What follows belongs to an exercise in optimizing a design on an open flow for small area, a short achievable clock period and few clock cycles per item; a production flow would make more cautious choices.
In this exercise RTL edits were held to simulation tests only and were not proved equivalent to the original.
Power and IR drop assume default switching activity.

==> inputs of job 7073 <==
==> flow/design.v (excerpt) <==
module iar_stream_codec (
    input  wire        clk,
    input  wire        rst,
    input  wire        cmd_valid,
    output wire        cmd_ready,
    input  wire [31:0] cmd_word,
    input  wire [31:0] cmd_a0,
    input  wire [31:0] cmd_a1,
    input  wire [71:0] cmd_data,
    input  wire [3:0]  cmd_len,
    output reg         rsp_valid,
    output wire [7:0]  rsp_status,
    output reg  [31:0] rsp_r0,
    output wire [31:0] rsp_r1,
    output wire [71:0] rsp_out,
    output wire [3:0]  rsp_len
);
make LEC_CHECK=0 ABC_AREA=1 CAP_MARGIN=20 CORE_MARGIN=2 CORE_UTILIZATION=30 PLACE_DENSITY=0.4 SLEW_MARGIN=20 finish   # period 40.0 ns
run.sh (not shown) runs the stock make flow with config.mk's settings and CLKGATE_MAP_FILE= SYNTH_SCRIPT=/design/flow/synth_recipe.tcl, a recipe that flattens the netlist after the stock synthesis.
==> job 4085 (differences from job 7073) <==
--- a/flow/design.v
+++ b/flow/design.v
@@ -167,16 +167,17 @@
     reg        qsg;        
     reg        dz;         
     reg        first;      
     reg        b1;         
     reg [1:0]  nl;         
     reg [2:0]  cnt;        
     reg [31:0] fq;         
     reg [3:0]  e_st;       
+    reg        sc_hz;      
     reg        j_v;
     reg [1:0]  j_kind;
     reg [1:0]  j_ch;
     reg [3:0]  j_st;
     reg [31:0] j_x;        
     reg [24:0] j_rem;      
     reg signed [10:0] j_d;  
     reg        j_b1;
@@ -380,17 +381,25 @@
                     (f_state == F_DIV && (dlast || div_skip));
     wire fe_hand  = fe_final &&
                     ((k_kind == K_RST) ? (b_state == B_IDLE && a_state == A_IDLE && !j_v) :
                      (k_kind == K_SD)  ? (j_free && !cfg_pend) : j_free);
     wire sc_wait  = cfg_pend ||
                     ((b_state != B_IDLE) && (b_kind == J_SC) && (b_ch == k_ch)) ||
                     ((a_state != A_IDLE) && (a_kind == J_SC) && (a_ch == k_ch)) ||
                     (j_v && (j_kind == J_SC) && (j_ch == k_ch));
-    assign fe_add    = (f_state == F_EXEC) && (k_kind == K_SC) && !sc_wait;
+    assign fe_add    = (f_state == F_EXEC) && (k_kind == K_SC) && !sc_hz;
+    wire [1:0] in_chi = {in_op[7], in_ch[0]};
+    wire [1:0] hz_ch  = accept ? in_chi : k_ch;
+    wire ba_keep  = (a_state != A_IDLE) && !(a_state == A_ADD && be_add);
+    wire sc_hz_nx = cfg_pend || (fe_hand && k_kind == K_CFG) ||
+                    (accept && fe_hand && k_kind == K_SC && k_ch == in_chi) ||
+                    ((b_state != B_IDLE) && (b_kind == J_SC) && (b_ch == hz_ch)) ||
+                    (ba_keep && (a_kind == J_SC) && (a_ch == hz_ch)) ||
+                    (j_v && (j_kind == J_SC) && (j_ch == hz_ch));
     assign cmd_ready = (f_state == F_IDLE) || fe_hand;
     wire accept = cmd_valid && cmd_ready;
     reg        h_rsp;      
     reg [3:0]  h_st;
     reg [31:0] h_r0;
     always @* begin
         h_rsp = 1'b1;
         h_st  = ST_OK;
@@ -411,16 +420,17 @@
             end
             F_DIV: h_rsp = 1'b0;
             default: h_st = e_st;
         endcase
     end
     integer j;
     always @(posedge clk) begin
         rsp_valid <= 1'b0;
+        sc_hz <= sc_hz_nx;
         if (accept) begin
             k_kind <= in_kind;
             k_ch   <= {in_op[7], in_ch[0]};
             k_data <= {cmd_data[71:32], in_cfg ? cmd_a1 : ((in_op == 8'h81) ? cmd_data[31:0] : cmd_a0)};
             k_len  <= cmd_len;
         end
         if (rst) begin
             f_state <= F_IDLE;
@@ -485,17 +495,17 @@
                 a_st    <= b_st;
                 a_x     <= bx;
                 pr      <= (b_state == B_MUL) ? mul_y : 32'd0;
                 a_state <= (b_kind == J_RSP) ? A_RSP : ((b_kind == J_CFG) ? A_CFGW : A_ADD);
             end
             case (f_state)
                 F_EXEC: begin
                     if (k_kind == K_SC) begin
-                        if (!sc_wait) begin
+                        if (!sc_hz) begin
                             dm    <= t_m;
                             rem   <= {1'b0, !d_sub, add_y[22:0]};
                             xq    <= d_sub ? -11'sd126 : ({3'd0, add_y[30:23]} - 11'sd127);
                             dxa   <= t_x;
                             qsg   <= add_y[31];
                             dz    <= d_zero;
                             fq    <= 32'd0;
                             first <= 1'b1;
==> flow/flow/run.sh (new file) <==
#!/bin/bash
# The standard layout (the standard.sh: standard synthesis, floorplan,
# placement, CTS, routing, finish), with timing repair asked to leave this
# much setup slack at the design's clock period, so that it also works on
# paths that already meet the clock. Its full output goes to standard.log.
set -e
export SETUP_SLACK_MARGIN=25
bash standard.sh > standard.log 2>&1
==> flow/standard.sh (new file) <==
#!/bin/bash
# synth_recipe.tcl (not shown) runs the flow's synth.tcl, then flattens the netlist and writes it again
# the make line also repeats each setting of config.mk as NAME=value (left out here)
make -C /OpenROAD-flow-scripts/flow DESIGN_CONFIG=/design/flow/config.mk WORK_HOME=/design/flow/orfs CLKGATE_MAP_FILE= SYNTH_SCRIPT=/design/flow/synth_recipe.tcl "${@:-finish}"
removed: flow/run.sh
==> comparison table <==
Outcome: job 7073 finished clean; job 4085 finished clean
Cells after synthesis: job 7073 11,753; job 4085 11,899
Height of the die: job 7073 526 um; job 4085 527 um
Avg Synthesized Cell Area: job 7073 6.95 sq um; job 4085 6.91 sq um
Number of CTS-inserted buffers: job 7073 111; job 4085 110
Post-CTS Repair Setup Buffers: job 7073 0; job 4085 352
Area of the core region: job 7073 0.271 sq mm; job 4085 0.273 sq mm
Final Hold Slack: job 7073 0.401 ns; job 4085 0.417 ns
Critical path required time: job 7073 40.56 ns; job 4085 40.54 ns
Worst setup skew after layout: job 7073 0.0926 ns; job 4085 0.118 ns
Seq area share: job 7073 27.1%; job 4085 23.7%
Count of multi-input gates: job 7073 8,871; job 4085 8,980
Global-route usage over all layers: job 7073 25.6%; job 4085 27.0%
Combinational power share: job 7073 69.8%; job 4085 78.2%
Post-synthesis share of cell area spent on full adders, half adders and majority gates: job 7073 9.91%; job 4085 9.82%
Vias in the first global route: job 7073 77,216; job 4085 82,678
Resized Gates After CTS: job 7073 0; job 4085 802
Area share of xor/xnor cells in the synthesized design: job 7073 3.36%; job 4085 3.26%
Total number of vias: job 7073 81,904; job 4085 87,539
Met1 demand-to-capacity share in global routing: job 7073 35.1%; job 4085 36.1%
DR iter-0 viols: job 7073 7,300; job 4085 7,600
Detailed placement HPWL: job 7073 288,000 um; job 4085 293,000 um
Maximum ir drop on the vdd rail: job 7073 0.0726 mV; job 4085 0.110 mV
Leakage Power: job 7073 39.4 nW; job 4085 44.6 nW
Testbench counts of job 7073, summed over its fixed seeds: cycles 6,502, items 3,872.
Testbench counts of job 4085, summed over its fixed seeds: cycles 6,510, items 3,872.

==> v15: inputs <==
RTL: one of the versions met above, not the one the previous note started from.
export LEC_CHECK = 0
export ABC_AREA = 1
export CAP_MARGIN = 20
export CORE_MARGIN = 2
export CORE_UTILIZATION = 40
export PLACE_DENSITY = 0.5
export SLEW_MARGIN = 20
create_clock -name core_clock -period 40.0 [get_ports {clk}]
standard.sh (not shown) runs the stock make flow with config.mk's settings and CLKGATE_MAP_FILE= SYNTH_SCRIPT=/design/flow/synth_recipe.tcl, a recipe that flattens the netlist after the stock synthesis.
==> flow/flow/run.sh <==
#!/bin/bash
# The standard layout (the standard.sh: standard synthesis, floorplan,
# placement, CTS, routing, finish), with timing repair asked to leave this
# much setup slack at the design's clock period, so that it also works on
# paths that already meet the clock. Its full output goes to standard.log.
set -e
export SETUP_SLACK_MARGIN=25
bash standard.sh > standard.log 2>&1
==> v6 (differences from v15) <==
==> flow/flow/run.sh (replaced) <==
#!/bin/bash
# The standard layout (the standard.sh: standard synthesis, floorplan,
# placement, CTS, routing, finish), with timing repair asked to leave this
# much setup slack at the design's clock period, so that it also works on
# paths that already meet the clock. Its full output goes to standard.log.
set -e
export SETUP_SLACK_MARGIN=28
bash standard.sh > standard.log 2>&1
Settings changed: CORE_UTILIZATION 40 to 30, PLACE_DENSITY 0.5 to 0.4.
==> v10 (differences from v15) <==
--- a/flow/design.v
+++ b/flow/design.v
@@ -169,13 +169,12 @@
     reg        first;      
     reg        b1;         
     reg [1:0]  nl;         
     reg [2:0]  cnt;        
     reg [31:0] fq;         
     reg [3:0]  e_st;       
-    reg        sc_hz;      
     reg        j_v;
     reg [1:0]  j_kind;
     reg [1:0]  j_ch;
     reg [3:0]  j_st;
     reg [31:0] j_x;        
     reg [24:0] j_rem;      
@@ -383,21 +382,13 @@
                     ((k_kind == K_RST) ? (b_state == B_IDLE && a_state == A_IDLE && !j_v) :
                      (k_kind == K_SD)  ? (j_free && !cfg_pend) : j_free);
     wire sc_wait  = cfg_pend ||
                     ((b_state != B_IDLE) && (b_kind == J_SC) && (b_ch == k_ch)) ||
                     ((a_state != A_IDLE) && (a_kind == J_SC) && (a_ch == k_ch)) ||
                     (j_v && (j_kind == J_SC) && (j_ch == k_ch));
-    assign fe_add    = (f_state == F_EXEC) && (k_kind == K_SC) && !sc_hz;
-    wire [1:0] in_chi = {in_op[7], in_ch[0]};
-    wire [1:0] hz_ch  = accept ? in_chi : k_ch;
-    wire ba_keep  = (a_state != A_IDLE) && !(a_state == A_ADD && be_add);
-    wire sc_hz_nx = cfg_pend || (fe_hand && k_kind == K_CFG) ||
-                    (accept && fe_hand && k_kind == K_SC && k_ch == in_chi) ||
-                    ((b_state != B_IDLE) && (b_kind == J_SC) && (b_ch == hz_ch)) ||
-                    (ba_keep && (a_kind == J_SC) && (a_ch == hz_ch)) ||
-                    (j_v && (j_kind == J_SC) && (j_ch == hz_ch));
+    assign fe_add    = (f_state == F_EXEC) && (k_kind == K_SC) && !sc_wait;
     assign cmd_ready = (f_state == F_IDLE) || fe_hand;
     wire accept = cmd_valid && cmd_ready;
     reg        h_rsp;      
     reg [3:0]  h_st;
     reg [31:0] h_r0;
     always @* begin
@@ -422,13 +413,12 @@
             default: h_st = e_st;
         endcase
     end
     integer j;
     always @(posedge clk) begin
         rsp_valid <= 1'b0;
-        sc_hz <= sc_hz_nx;
         if (accept) begin
             k_kind <= in_kind;
             k_ch   <= {in_op[7], in_ch[0]};
             k_data <= {cmd_data[71:32], in_cfg ? cmd_a1 : ((in_op == 8'h81) ? cmd_data[31:0] : cmd_a0)};
             k_len  <= cmd_len;
         end
@@ -497,13 +487,13 @@
                 pr      <= (b_state == B_MUL) ? mul_y : 32'd0;
                 a_state <= (b_kind == J_RSP) ? A_RSP : ((b_kind == J_CFG) ? A_CFGW : A_ADD);
             end
             case (f_state)
                 F_EXEC: begin
                     if (k_kind == K_SC) begin
-                        if (!sc_hz) begin
+                        if (!sc_wait) begin
                             dm    <= t_m;
                             rem   <= {1'b0, !d_sub, add_y[22:0]};
                             xq    <= d_sub ? -11'sd126 : ({3'd0, add_y[30:23]} - 11'sd127);
                             dxa   <= t_x;
                             qsg   <= add_y[31];
                             dz    <= d_zero;
Settings changed: CORE_UTILIZATION 40 to 30, PLACE_DENSITY 0.5 to 0.4.
==> v12 (differences from v15) <==
--- a/flow/design.v
+++ b/flow/design.v
@@ -169,13 +169,12 @@
     reg        first;      
     reg        b1;         
     reg [1:0]  nl;         
     reg [2:0]  cnt;        
     reg [31:0] fq;         
     reg [3:0]  e_st;       
-    reg        sc_hz;      
     reg        j_v;
     reg [1:0]  j_kind;
     reg [1:0]  j_ch;
     reg [3:0]  j_st;
     reg [31:0] j_x;        
     reg [24:0] j_rem;      
@@ -383,21 +382,13 @@
                     ((k_kind == K_RST) ? (b_state == B_IDLE && a_state == A_IDLE && !j_v) :
                      (k_kind == K_SD)  ? (j_free && !cfg_pend) : j_free);
     wire sc_wait  = cfg_pend ||
                     ((b_state != B_IDLE) && (b_kind == J_SC) && (b_ch == k_ch)) ||
                     ((a_state != A_IDLE) && (a_kind == J_SC) && (a_ch == k_ch)) ||
                     (j_v && (j_kind == J_SC) && (j_ch == k_ch));
-    assign fe_add    = (f_state == F_EXEC) && (k_kind == K_SC) && !sc_hz;
-    wire [1:0] in_chi = {in_op[7], in_ch[0]};
-    wire [1:0] hz_ch  = accept ? in_chi : k_ch;
-    wire ba_keep  = (a_state != A_IDLE) && !(a_state == A_ADD && be_add);
-    wire sc_hz_nx = cfg_pend || (fe_hand && k_kind == K_CFG) ||
-                    (accept && fe_hand && k_kind == K_SC && k_ch == in_chi) ||
-                    ((b_state != B_IDLE) && (b_kind == J_SC) && (b_ch == hz_ch)) ||
-                    (ba_keep && (a_kind == J_SC) && (a_ch == hz_ch)) ||
-                    (j_v && (j_kind == J_SC) && (j_ch == hz_ch));
+    assign fe_add    = (f_state == F_EXEC) && (k_kind == K_SC) && !sc_wait;
     assign cmd_ready = (f_state == F_IDLE) || fe_hand;
     wire accept = cmd_valid && cmd_ready;
     reg        h_rsp;      
     reg [3:0]  h_st;
     reg [31:0] h_r0;
     always @* begin
@@ -422,13 +413,12 @@
             default: h_st = e_st;
         endcase
     end
     integer j;
     always @(posedge clk) begin
         rsp_valid <= 1'b0;
-        sc_hz <= sc_hz_nx;
         if (accept) begin
             k_kind <= in_kind;
             k_ch   <= {in_op[7], in_ch[0]};
             k_data <= {cmd_data[71:32], in_cfg ? cmd_a1 : ((in_op == 8'h81) ? cmd_data[31:0] : cmd_a0)};
             k_len  <= cmd_len;
         end
@@ -497,13 +487,13 @@
                 pr      <= (b_state == B_MUL) ? mul_y : 32'd0;
                 a_state <= (b_kind == J_RSP) ? A_RSP : ((b_kind == J_CFG) ? A_CFGW : A_ADD);
             end
             case (f_state)
                 F_EXEC: begin
                     if (k_kind == K_SC) begin
-                        if (!sc_hz) begin
+                        if (!sc_wait) begin
                             dm    <= t_m;
                             rem   <= {1'b0, !d_sub, add_y[22:0]};
                             xq    <= d_sub ? -11'sd126 : ({3'd0, add_y[30:23]} - 11'sd127);
                             dxa   <= t_x;
                             qsg   <= add_y[31];
                             dz    <= d_zero;
==> flow/flow/run.sh (replaced) <==
#!/bin/bash
# The standard layout (the standard.sh: standard synthesis, floorplan,
# placement, CTS, routing, finish), with timing repair asked to leave this
# much setup slack at the design's clock period, so that it also works on
# paths that already meet the clock. Its full output goes to standard.log.
set -e
export SETUP_SLACK_MARGIN=20
bash standard.sh > standard.log 2>&1
Settings changed: CORE_UTILIZATION 40 to 30, PLACE_DENSITY 0.5 to 0.4.
==> run summary <==
Max Freq = 66.3 MHz
Rows = 192
DIE HEIGHT = 527 um
Non-clock inverters = 1580
FF+latch count, synth = 835
Multi-input comb cells = 8984
CP max-delay cell = fa_2
status = timing/DRC/antenna clean
register area share after synthesis = 30.3%
met2 WL = 191 mm
register share of total power = 10.0%
reg-to-reg critical path endpoint = e_st[1]
gr usage total = 27.8%
XOR/XNOR share of the synthesized area = 3.26%
routed wire length = 407 mm
That was v6.
==> run summary <==
status = timing/DRC/antenna clean
FF+latch count, synth = 836
met2 WL = 165 mm
reg-to-reg critical path endpoint = xq[7]
Multi-input comb cells = 8879
routed wire length = 370 mm
Max Freq = 53.1 MHz
Rows = 191
DIE HEIGHT = 526 um
gr usage total = 25.7%
CP max-delay cell = fa_2
Non-clock inverters = 1519
XOR/XNOR share of the synthesized area = 3.36%
register area share after synthesis = 30.5%
That was v12.
==> run summary <==
status = timing/DRC/antenna clean
Rows = 166
reg-to-reg critical path endpoint = f_state[0]
DIE HEIGHT = 457 um
register share of total power = 12.1%
largest family of logic cells by synthesized area = simple AND/OR/NAND/NOR gates
Multi-input comb cells = 8984
routed wire length = 362 mm
gr usage total = 32.8%
XOR/XNOR share of the synthesized area = 3.26%
CP max-delay cell = fa_2
FF+latch count, synth = 835
register area share after synthesis = 30.3%
register area = 24900 um2
That was v15.
==> run summary <==
Core Region = 271000 um2
Rows = 191
XOR/XNOR share of the synthesized area = 3.36%
cell area after layout = 102000 um2
CP max-delay cell = edfxtp_1
multi-input gate share of total cell area = 52.7%
largest net degree at the start of global routing = 92
reg-to-reg critical path endpoint = xq[6]
status = timing/DRC/antenna clean
DIE HEIGHT = 526 um
register area share after synthesis = 30.5%
Max Slew Vio Count = 0
FF+latch count, synth = 836
Multi-input comb cells = 8891
Non-clock inverters = 1529
htree depth = 3
Adder-Cell Fraction of Synth Area = 9.91%
register share of total power = 13.2%
gr usage total = 26.8%
met2 usage = 42.2%
clk sinks = 836
That was v10.
Testbench counts of v15, summed over its fixed seeds: cycles 6,510, items 3,872.
Testbench counts of v6, summed over its fixed seeds: cycles 6,510, items 3,872.
Testbench counts of v10, summed over its fixed seeds: cycles 6,502, items 3,872.
Testbench counts of v12, summed over its fixed seeds: cycles 6,502, items 3,872.

## re-timing with driven ports
In the flow no input, the clock included, has a driving cell. The finished layouts below were timed again as built, in two steps.
Step 1, drivers: a clkbuf_16 drives clk and a buf_2 each remaining input, both assumed.
Step 2 also shifts input and output timing later by t, the mid clock arrival at the registers, as if the neighbouring blocks saw the same clock.
Three values: no drivers, after step 1, after step 2; two values: the first two.
run	shift t [ns]	slack for setup (ns)	pins driven straight from the clock port
job 7073	0.935	16.862 / 16.862 / 16.862	1
job 4085	0.961	24.755 / 24.755 / 24.755	1
v15	0.841	24.999 / 24.999 / 24.999	1
v6	0.853	24.927 / 24.927 / 24.927	1
v10	0.840	23.734 / 23.734 / 23.734	1
v12	0.934	21.168 / 21.168 / 21.168	1
After both steps setup and hold are still met in every run listed.
